This design comes from an exercise in tuning for small area and a short achievable clock period on the open sky130 flow, not from production work. At most, simulation tests tie the RTL to the original design; equivalence was not proved. Power figures rest on the tool's default switching activity, not on a simulated workload.

## amber
==> flow/design.v (excerpt) <==
module stepper_seq (
    input  wire        clk,
    input  wire        rst,           
    input  wire [31:0] now,           
    input  wire        rx_valid,      
    input  wire [7:0]  rx_byte,
    output wire [7:0]  dig,           
    output wire        ev_valid,      
    output wire [3:0]  ev_code,       
    output wire [2:0]  st_phase0,
    output wire [15:0] st_rate0,
    output wire        st_en0,
    output wire        st_moving0,
    output wire [31:0] st_pos0,
    output wire [2:0]  st_phase1,
    output wire [15:0] st_rate1,
    output wire        st_en1,
    output wire [3:0]  st_preset
);
    localparam [31:0] TIMEOUT = 32'd500000;
    reg  [1:0]  preset;         
    reg         wd_watch;       
    reg  [18:0] wd_last_lo;     
    reg         wd_dh;          
    reg  [31:13] now_prev;      
    reg         evv, evq;       
    reg         en0, s0, mv0, hm0, sp0, ls0, cp0;
    reg  [1:0]  m0;
    reg  [3:0]  rem0;
    reg  [31:0] q0;
    reg         en1, s1, ls1;
    reg  [1:0]  m1;
    reg  [1:0]  q1;
    wire [32:0] pc;
    wire [31:0] pos;
    assign pc[0] = ls0;
    genvar gi;
    generate for (gi = 0; gi < 32; gi = gi + 1) begin : g_pos
        assign pos[gi]  = q0[gi] ^ pc[gi];
        assign pc[gi+1] = pc[gi] & (q0[gi] ^ s0);
    end endgenerate
  ...
Size: ~1,100 cells after synthesis, roughly 120 flip-flops, ~130 I/O pins, about 8600 sq um of cells after synthesis.
Settings: LEC_CHECK=0, ABC_AREA=1, CAP_MARGIN=20, CORE_MARGIN=2, CORE_UTILIZATION=65, CTS_BUF_LIST=sky130_fd_sc_hd__clkbuf_4, CTS_CLUSTER_DIAMETER=200, CTS_CLUSTER_SIZE=40, PLACE_DENSITY=0.75, SLEW_MARGIN=20; clock period 65.0 ns.
standard.sh (not shown) runs the stock make flow with config.mk's settings and CLKGATE_MAP_FILE= SYNTH_SCRIPT=/design/flow/synth_recipe.tcl, a recipe that flattens the netlist after the stock synthesis.
==> flow/flow/run.sh <==
#!/bin/bash
# The standard layout, with the port buffers made of the smallest buffer cell
# (buffer_ports otherwise picks sky130_fd_sc_hd__clkdlybuf4s50_1).
set -euo pipefail
export BUFFER_PORTS_ARGS="-buffer_cell sky130_fd_sc_hd__buf_1"
bash standard.sh > standard.log 2>&1
amber finished end to end and its layout was clean on timing, DRC and antenna.
For tundra, these inputs were changed with respect to amber:
Settings: CTS_CLUSTER_DIAMETER no longer set, was 200; CTS_BUF_LIST now sky130_fd_sc_hd__clkbuf_4 sky130_fd_sc_hd__clkbuf_8, was sky130_fd_sc_hd__clkbuf_4; CTS_CLUSTER_SIZE no longer set, was 40.
==> results.txt <==
- tundra — ratio of final minimum period to clock period 0.15 points higher, amber as reference
- Routed wire in tundra totals more than in amber.
- Taking amber as the reference point, the clock-cell share of area of tundra rises by 1.1 points.
- Diff amber..tundra | clock tree buffer depth | unchanged
- On final cell count without fillers, tundra and amber are basically level.
- Going from amber to tundra, maximum frequency shrank slightly.
- The lower layout overhead on the synthesized area of tundra and amber is in amber.
- Relative to amber, met1 usage in global routing has gone up in tundra.
- As far as number of hold violations in the final report goes, amber and tundra are indistinguishable; the numbers are identical.
- Sort tundra and amber by count of routing violations after the opening detailed-route iteration, ascending, and amber comes first.
No functional check of the RTL was part of any run of this note.

========
Another version of the RTL of stepper_seq (not shown whole).
Size: ~120 flip-flops, roughly 130 I/O pins, ~8500 um^2 of cells after synthesis.
clock: 65.0 ns
lec_check: 0
abc_area: 1
cap_margin: 40
core_margin: 2
core_utilization: 65
cts_buf_list: sky130_fd_sc_hd__clkbuf_4 sky130_fd_sc_hd__clkbuf_8
place_density: 0.75
slew_margin: 75
==> flow/flow/run.sh <==
#!/bin/bash
# The standard layout, with two changes to how it is made:
# - the port buffers are the smallest buffer cell (buffer_ports otherwise
#   picks sky130_fd_sc_hd__clkdlybuf4s50_1);
# - clock tree synthesis adds no dummy loads to balance the tree.
set -euo pipefail
export BUFFER_PORTS_ARGS="-buffer_cell sky130_fd_sc_hd__buf_1"
export CTS_ARGS="-sink_clustering_enable -repair_clock_nets -dont_use_dummy_load -buf_list sky130_fd_sc_hd__clkbuf_4"
bash standard.sh > standard.log 2>&1
The baseline finished with timing, DRC and antenna clean.
Next try:
==> flow/flow/run.sh (replaced) <==
#!/bin/bash
# The standard layout, with the port buffers made of the smallest buffer cell
# (buffer_ports otherwise picks sky130_fd_sc_hd__clkdlybuf4s50_1).
set -euo pipefail
export BUFFER_PORTS_ARGS="-buffer_cell sky130_fd_sc_hd__buf_1"
bash standard.sh > standard.log 2>&1
CAP_MARGIN = 20   (was 40)
CORE_UTILIZATION = 80   (was 65)
PLACE_DENSITY = 0.88   (was 0.75)
SLEW_MARGIN = 20   (was 75)
After rerunning: Synthesized area is unchanged. Clock power came out higher by 120%. Flip-flop and latch count stays the same. Wire length came out higher by about 25%. Via count came out higher by about 13%. Total power came out higher by 28%. Global-route usage came out higher by 15 points.

========
Setup of exp/xenon:
stepper_seq, a different RTL version from the one above (not shown whole).
Size: ~150 flip-flops.
Settings: LEC_CHECK=0, CAP_MARGIN=20, CORE_MARGIN=2, CORE_UTILIZATION=65, CTS_BUF_LIST=sky130_fd_sc_hd__clkbuf_4 sky130_fd_sc_hd__clkbuf_8, PLACE_DENSITY=0.75, SLEW_MARGIN=20; clock period 65.0 ns.
run.sh (not shown) runs the stock make flow with config.mk's settings and CLKGATE_MAP_FILE= SYNTH_SCRIPT=/design/flow/synth_recipe.tcl, a recipe that flattens the netlist after the stock synthesis.
Stock flow here: none of the scripts above is used.
diff inputs: exp/xenon => exp/umber
==> flow/flow/run.sh (new file) <==
#!/bin/bash
# The standard layout, with the port buffers made of the smallest buffer cell
# (buffer_ports otherwise picks sky130_fd_sc_hd__clkdlybuf4s50_1).
set -euo pipefail
export BUFFER_PORTS_ARGS="-buffer_cell sky130_fd_sc_hd__buf_1"
bash standard.sh > standard.log 2>&1
==> flow/standard.sh (new file) <==
#!/bin/bash
# synth_recipe.tcl (not shown) runs the flow's synth.tcl, then flattens the netlist and writes it again
# the make line also repeats each setting of config.mk as NAME=value (left out here)
make -C /OpenROAD-flow-scripts/flow DESIGN_CONFIG=/design/flow/config.mk WORK_HOME=/design/flow/orfs CLKGATE_MAP_FILE= SYNTH_SCRIPT=/design/flow/synth_recipe.tcl "${@:-finish}"
-- flow/config.mk --
<<< exp/xenon, line 8
>>> exp/umber, line 8
export ABC_AREA = 1
removed: flow/run.sh
Results
exp/xenon: done, clean on timing, DRC and antenna. exp/umber: PASS, flow complete, no timing, DRC or antenna violations. In the tables for exp/umber and exp/xenon, final period demand of the worst path reads higher with exp/xenon. Diff exp/xenon -> exp/umber | area growth from synthesis to layout | decrease of 4.7 points. [exp/umber] placed wire-length estimate fell about 17% relative to exp/xenon. Floorplan check, exp/umber vs exp/xenon: die outline smaller in exp/umber. [exp/umber vs exp/xenon] share of the final layout cell area in sequential cells: higher in exp/umber. Against exp/xenon, exp/umber comes in 7 higher on critical path depth. Of exp/umber and exp/xenon, the run reporting the higher compound-cell area share of the yosys netlist was exp/xenon. exp/xenon -> exp/umber: total chip power decreased slightly. exp/umber: multi-input gate share of total cell area is 5.7 points lower than what exp/xenon reported. The run with more setup slack is exp/umber; exp/xenon has less.
Relative to exp/umber, the following input files were edited for exp/maple:
==> flow/run.sh (new file) <==
#!/bin/bash
# synth_recipe.tcl (not shown) runs the flow's synth.tcl, then flattens the netlist and writes it again
# the make line also repeats each setting of config.mk as NAME=value (left out here)
make -C /OpenROAD-flow-scripts/flow DESIGN_CONFIG=/design/flow/config.mk WORK_HOME=/design/flow/orfs CLKGATE_MAP_FILE= SYNTH_SCRIPT=/design/flow/synth_recipe.tcl finish
-- flow/config.mk --
<<< exp/umber, line 8
export ABC_AREA = 1
>>> exp/maple, line 8
<<< exp/umber, line 11
export CORE_UTILIZATION = 65
export CTS_BUF_LIST = sky130_fd_sc_hd__clkbuf_4 sky130_fd_sc_hd__clkbuf_8
export PLACE_DENSITY = 0.75
>>> exp/maple, line 10
export CORE_UTILIZATION = 40
removed: flow/flow/run.sh
removed: flow/standard.sh
### Flow results
- exp/maple vs exp/umber, launch point of the critical path: now[12] vs now[1]
- Wire length of the first global-routing pass (higher): exp/maple
- The number of tap cells inserted in exp/maple was higher than what exp/umber gave.
- Total number of cells along the worst setup path in exp/maple is 7 below exp/umber.
- Going from exp/umber to exp/maple, clock buffer instance count of the final layout now larger; post-route non-filler standard cell count rose about 12%; clock tree cell share of total cell area increased by 0.47 points relative to the old numbers.

static timing again, ports no longer ideal:
Ports are ideal in the flow. The routed layouts listed here were re-timed in OpenROAD. Step 1 assumes that a clkbuf_16 drives the clock port and a buf_2 every other input. Step 2 times the ports against the registers' clock, not the clock port: input delays grow and output delays shrink by t, the midpoint of the rising clock arrivals with the driver on. a / b / c = ideal / step 1 / step 2; a / b = the first two.
run | t, ns | setup slack, ns | clock arrival spread, ns
amber | 0.597 | 48.569 / 48.583 / 47.986 | 0.018 / 0.019
tundra | 0.494 | 48.469 / 48.480 / 47.986 | 0.011 / 0.011
the first run of note 2 | 0.583 | 49.015 / 49.031 / 48.448 | 0.033 / 0.033
the second run of note 2 | 0.501 | 47.868 / 47.875 / 47.374 | 0.020 / 0.020
exp/xenon | 0.505 | 47.488 / 47.509 / 47.004 | 0.023 / 0.022
exp/umber | 0.501 | 48.212 / 48.225 / 47.724 | 0.016 / 0.016
exp/maple | 0.487 | 47.375 / 47.401 / 46.914 | 0.018 / 0.017
After both steps setup and hold are still met in every run listed. For amber, which loses most, drivers alone change the setup slack by +0.014 ns; drivers and shift together by -0.583 ns.
